This is an optimization exercise on Yosys and OpenROAD, whose aim is small area, a short achievable clock period and few clock cycles per item, not a production implementation.
In this exercise RTL edits were held to simulation tests only and were not proved equivalent to the original.

==> v7 <==
## ziggurat_sampler
module ziggurat_sampler (
    input  wire        clk,
    input  wire        rst,
    input  wire        cmd_valid,
    output wire        cmd_ready,
    input  wire [32:0] cmd_word,
    output wire        res_valid,
    input  wire        res_ready,
    output wire [63:0] res_data,
    output wire        busy,
    output wire        fault,
    output wire [1:0]  fault_code,
    output wire        us_next32_req,
    input  wire        us_next32_ack,
    input  wire [31:0] us_next32_data,
    output wire        us_unit_req,
    input  wire        us_unit_ack,
    input  wire [63:0] us_unit_data,
    output wire        us_seed_req,
    input  wire        us_seed_ack,
    output wire [31:0] us_seed_val,
    output wire        icdf_req_valid,
    input  wire        icdf_req_ready,
    output wire [63:0] icdf_req_arg,
    input  wire        icdf_rsp_valid,
    output wire        icdf_rsp_ready,
    input  wire [63:0] icdf_rsp_val,
    output wire        exp_req_valid,
    input  wire        exp_req_ready,
    output wire [63:0] exp_req_arg,
    input  wire        exp_rsp_valid,
    output wire        exp_rsp_ready,
    input  wire [63:0] exp_rsp_val
);
clock: 32.0 ns
lec_check: 0
abc_area: 1
cap_margin: 15
core_margin: 2
core_utilization: 50
place_density: 0.62
slew_margin: 15
synth_memory_max_bits: 65536
run.sh (not shown) runs the stock make flow with config.mk's settings and CLKGATE_MAP_FILE= SYNTH_SCRIPT=/design/flow/synth_recipe.tcl, a recipe that flattens the netlist after the stock synthesis.
==> inputs of v23, as changes to v7 <==
--- a/flow/design.v
+++ b/flow/design.v
@@ -406,15 +406,16 @@
     localparam [63:0] ONE     = 64'h3FF0000000000000;
     localparam [4:0] S_INIT = 5'd0,  S_IDLE = 5'd1,  S_SEED = 5'd2,  S_REQR = 5'd3,
                      S_RES  = 5'd4,
                      S_WU   = 5'd5,  S_WT   = 5'd6,  S_WE   = 5'd7,  S_WP   = 5'd8,
                      S_WY   = 5'd9,
                      S_TU   = 5'd10, S_T0   = 5'd11, S_T1   = 5'd12, S_TA   = 5'd13,
                      S_TR   = 5'd14, S_TW   = 5'd15, S_DN   = 5'd16, S_WX   = 5'd17,
-                     S_TB   = 5'd18, S_RT   = 5'd19, S_WC   = 5'd20, S_WD   = 5'd21;
+                     S_TB   = 5'd18, S_RT   = 5'd19, S_WC   = 5'd20, S_WD   = 5'd21,
+                     S_UN   = 5'd22;
     reg [4:0]  st;
     reg [6:0]  ir;        
     reg        sr;        
     reg [23:0] jr;        
     reg [4:0]  lzr;       
     reg [51:0] wr;        
     reg [1:0]  wer;       
@@ -481,26 +482,18 @@
     reg  [51:0] ffrac, dfrac;
     reg  [3:0]  fexp;
     reg  [2:0]  dexp;
     wire [10:0] eu    = unit_data[62:52];
     wire        u_nan_in  = (eu == 11'h7FF) && (unit_data[51:0] != 0);
     wire        u_inf_in  = (eu == 11'h7FF) && (unit_data[51:0] == 0);
     wire        u_zero_in = (unit_data[62:0] == 0);
-    reg  [52:0] un;
-    reg  [5:0]  lzu;
-    always @(*) begin
-        un = {(eu != 0), unit_data[51:0]}; lzu = 6'd0;
-        if (un[52:21] == 0) begin un = un << 32; lzu[5] = 1'b1; end
-        if (un[52:37] == 0) begin un = un << 16; lzu[4] = 1'b1; end
-        if (un[52:45] == 0) begin un = un << 8;  lzu[3] = 1'b1; end
-        if (un[52:49] == 0) begin un = un << 4;  lzu[2] = 1'b1; end
-        if (un[52:51] == 0) begin un = un << 2;  lzu[1] = 1'b1; end
-        if (un[52]    == 0) begin un = un << 1;  lzu[0] = 1'b1; end
-    end
-    wire signed [12:0] eu_eff_in = $signed({2'b00, (eu == 0) ? 11'd1 : eu}) - $signed({7'd0, lzu});
+    wire [10:0] eu_eff_in = (eu == 0) ? 11'd1 : eu;
+    wire        u_sub_in  = (eu == 0) & ~u_zero_in;    
+    reg         uh;                                    
+    wire [12:0] eu_dec = {uehi, u[62:52]} - 13'd1;
     wire signed [12:0] eu_eff = $signed({uehi, u[62:52]});
     wire        u_nan  = ucls[2];
     wire        u_inf  = ucls[1];
     wire        u_zero = ucls[0];
     wire [52:0] um = {1'b1, u[51:0]};
     wire [52:0] xm = {1'b1, rt[51:0]};
     wire m_u0 = m_d0 | m_p0;
@@ -614,22 +607,27 @@
         if (st == S_WX)
             rt <= fval;
         if ((st == S_TW) & icdf_rsp_valid)
             rt <= {icdf_rsp_val[63] ^ sr, icdf_rsp_val[62:0]};
         if (m_x1 | a_r | a_w)
             rt <= rval;
         if (unit_req & unit_ack) begin
-            u    <= {unit_data[63], eu_eff_in[10:0], un[51:0]};
-            uehi <= eu_eff_in[12:11];
+            u    <= {unit_data[63], eu_eff_in, unit_data[51:0]};
+            uehi <= 2'b00;
+            uh   <= ~u_sub_in;
             ucls <= {u_nan_in, u_inf_in, u_zero_in};
         end
         if ((m_u1 & ~subn) | a_q | (src_acc & (cnt == 7'd0)))
             u <= rval;
-        if (a_w & exp_rsp_valid)
+        if ((a_w | (st == S_WC)) & exp_rsp_valid)
             u <= exp_rsp_val;
+        if ((st == S_UN) & ~uh) begin
+            {uh, u[51:0]} <= {u[51:0], 1'b0};
+            {uehi, u[62:52]} <= eu_dec;
+        end
         if (m_pass0) begin
             acc    <= {1'b0, ms[78:26]};
             acc_st <= |ms[25:0];
         end
         if (subn) begin
             acc    <= nm;
             acc_st <= nst;
@@ -656,15 +654,15 @@
                         else if (n32_ack)  nx = st_after_x;
                         else               nx = S_REQR;
                     end else if (st_res & res_ready) begin
                         nx = S_IDLE;
                     end
                 S_SEED: if (seed_ack) nx = S_IDLE;
                 S_REQR: if (n32_ack) nx = st_after_x;
-                S_WX: if (unit_ack) nx = S_WU;
+                S_WX: if (unit_ack) nx = u_sub_in ? S_UN : S_WU;
                 S_WU: nx = S_WT;
                 S_WT: nx = S_WE;
                 S_WE: if (exp_req_ready) nx = S_WP;
                 S_WP: nx = subn ? S_DN : S_WY;
                 S_WY: nx = exp_rsp_valid ? S_WD : S_WC;
                 S_WD:
                     if (wd_acc) begin
@@ -676,16 +674,17 @@
                             nx = S_IDLE;
                         end else begin
                             nx = S_RES;
                         end
                     end else begin
                         nx = n32_ack ? st_after_x : S_REQR;
                     end
-                S_WC: if (exp_rsp_valid) nx = flt(rt, exp_rsp_val) ? S_RES : S_REQR;
-                S_TU: if (unit_ack) nx = S_T0;
+                S_WC: if (exp_rsp_valid) nx = S_WD;
+                S_UN: if (uh) nx = (ir == 7'd0) ? S_T0 : S_WU;
+                S_TU: if (unit_ack) nx = u_sub_in ? S_UN : S_T0;
                 S_T0: nx = S_T1;
                 S_T1: nx = subn ? S_DN : S_TA;
                 S_TA: nx = S_TB;
                 S_TB: nx = S_TR;
                 S_TR: if (icdf_req_ready) nx = S_TW;
                 S_TW: if (icdf_rsp_valid) nx = S_RT;
                 S_DN: if (cnt == 7'd0) nx = (ir == 7'd0) ? S_TA : S_WY;
Settings changed: CAP_MARGIN 15 to 20, CORE_UTILIZATION 50 to 40, PLACE_DENSITY 0.62 to 0.55, SLEW_MARGIN 15 to 20.
==> metrics.csv <==
metric,value,unit
outcome,stopped before the end,
Failed at,global routing,
Log Error,[ERROR GRT-0116] Global routing finished with congestion. Check the congestion regions in the DRC Viewer.,
Final Wtd Congestion,1.58,
dpl hpwl,691000,um
post-synth top area share,0.232,
distinct cell type count after synthesis,83,
Synth area leaders,"fa_1, nand2_1, edfxtp_1, inv_1, ha_1",
Die Width,484,um
clock sink count,408,
DP Worst Slack,9.48,ns
vias in the first global route,159000,
number of standard cells after synthesis,17600,
complex-gate fraction of the synthesized area,0.170,
"EDFF count, synth",395,
row cnt,176,
first-pass GRT wire length,1490000,um
DIE HEIGHT,484,um
[end of results for v7]
==> metrics.csv <==
metric,value,unit
DIE HEIGHT,530,um
first-pass GRT wire length,1500000,um
Failed at,global routing,
DP Worst Slack,9.21,ns
Synth top cells by count,"nand2_1, inv_1, nor2_1",
distinct cell type count after synthesis,89,
outcome,stopped before the end,
clock sink count,410,
Log Error,[ERROR GRT-0116] Global routing finished with congestion. Check the congestion regions in the DRC Viewer.,
vias in the first global route,150000,
grt peak-use layer,met2,
Die Width,530,um
complex-gate fraction of the synthesized area,0.166,
number of standard cells after synthesis,16600,
Final Wtd Congestion,1.43,
dpl hpwl,748000,um
[end of results for v23]
Testbench counts of v7, summed over its fixed seeds: cycles 19,769, items 15,992.
Testbench counts of v23, summed over its fixed seeds: cycles 19,769, items 15,992.
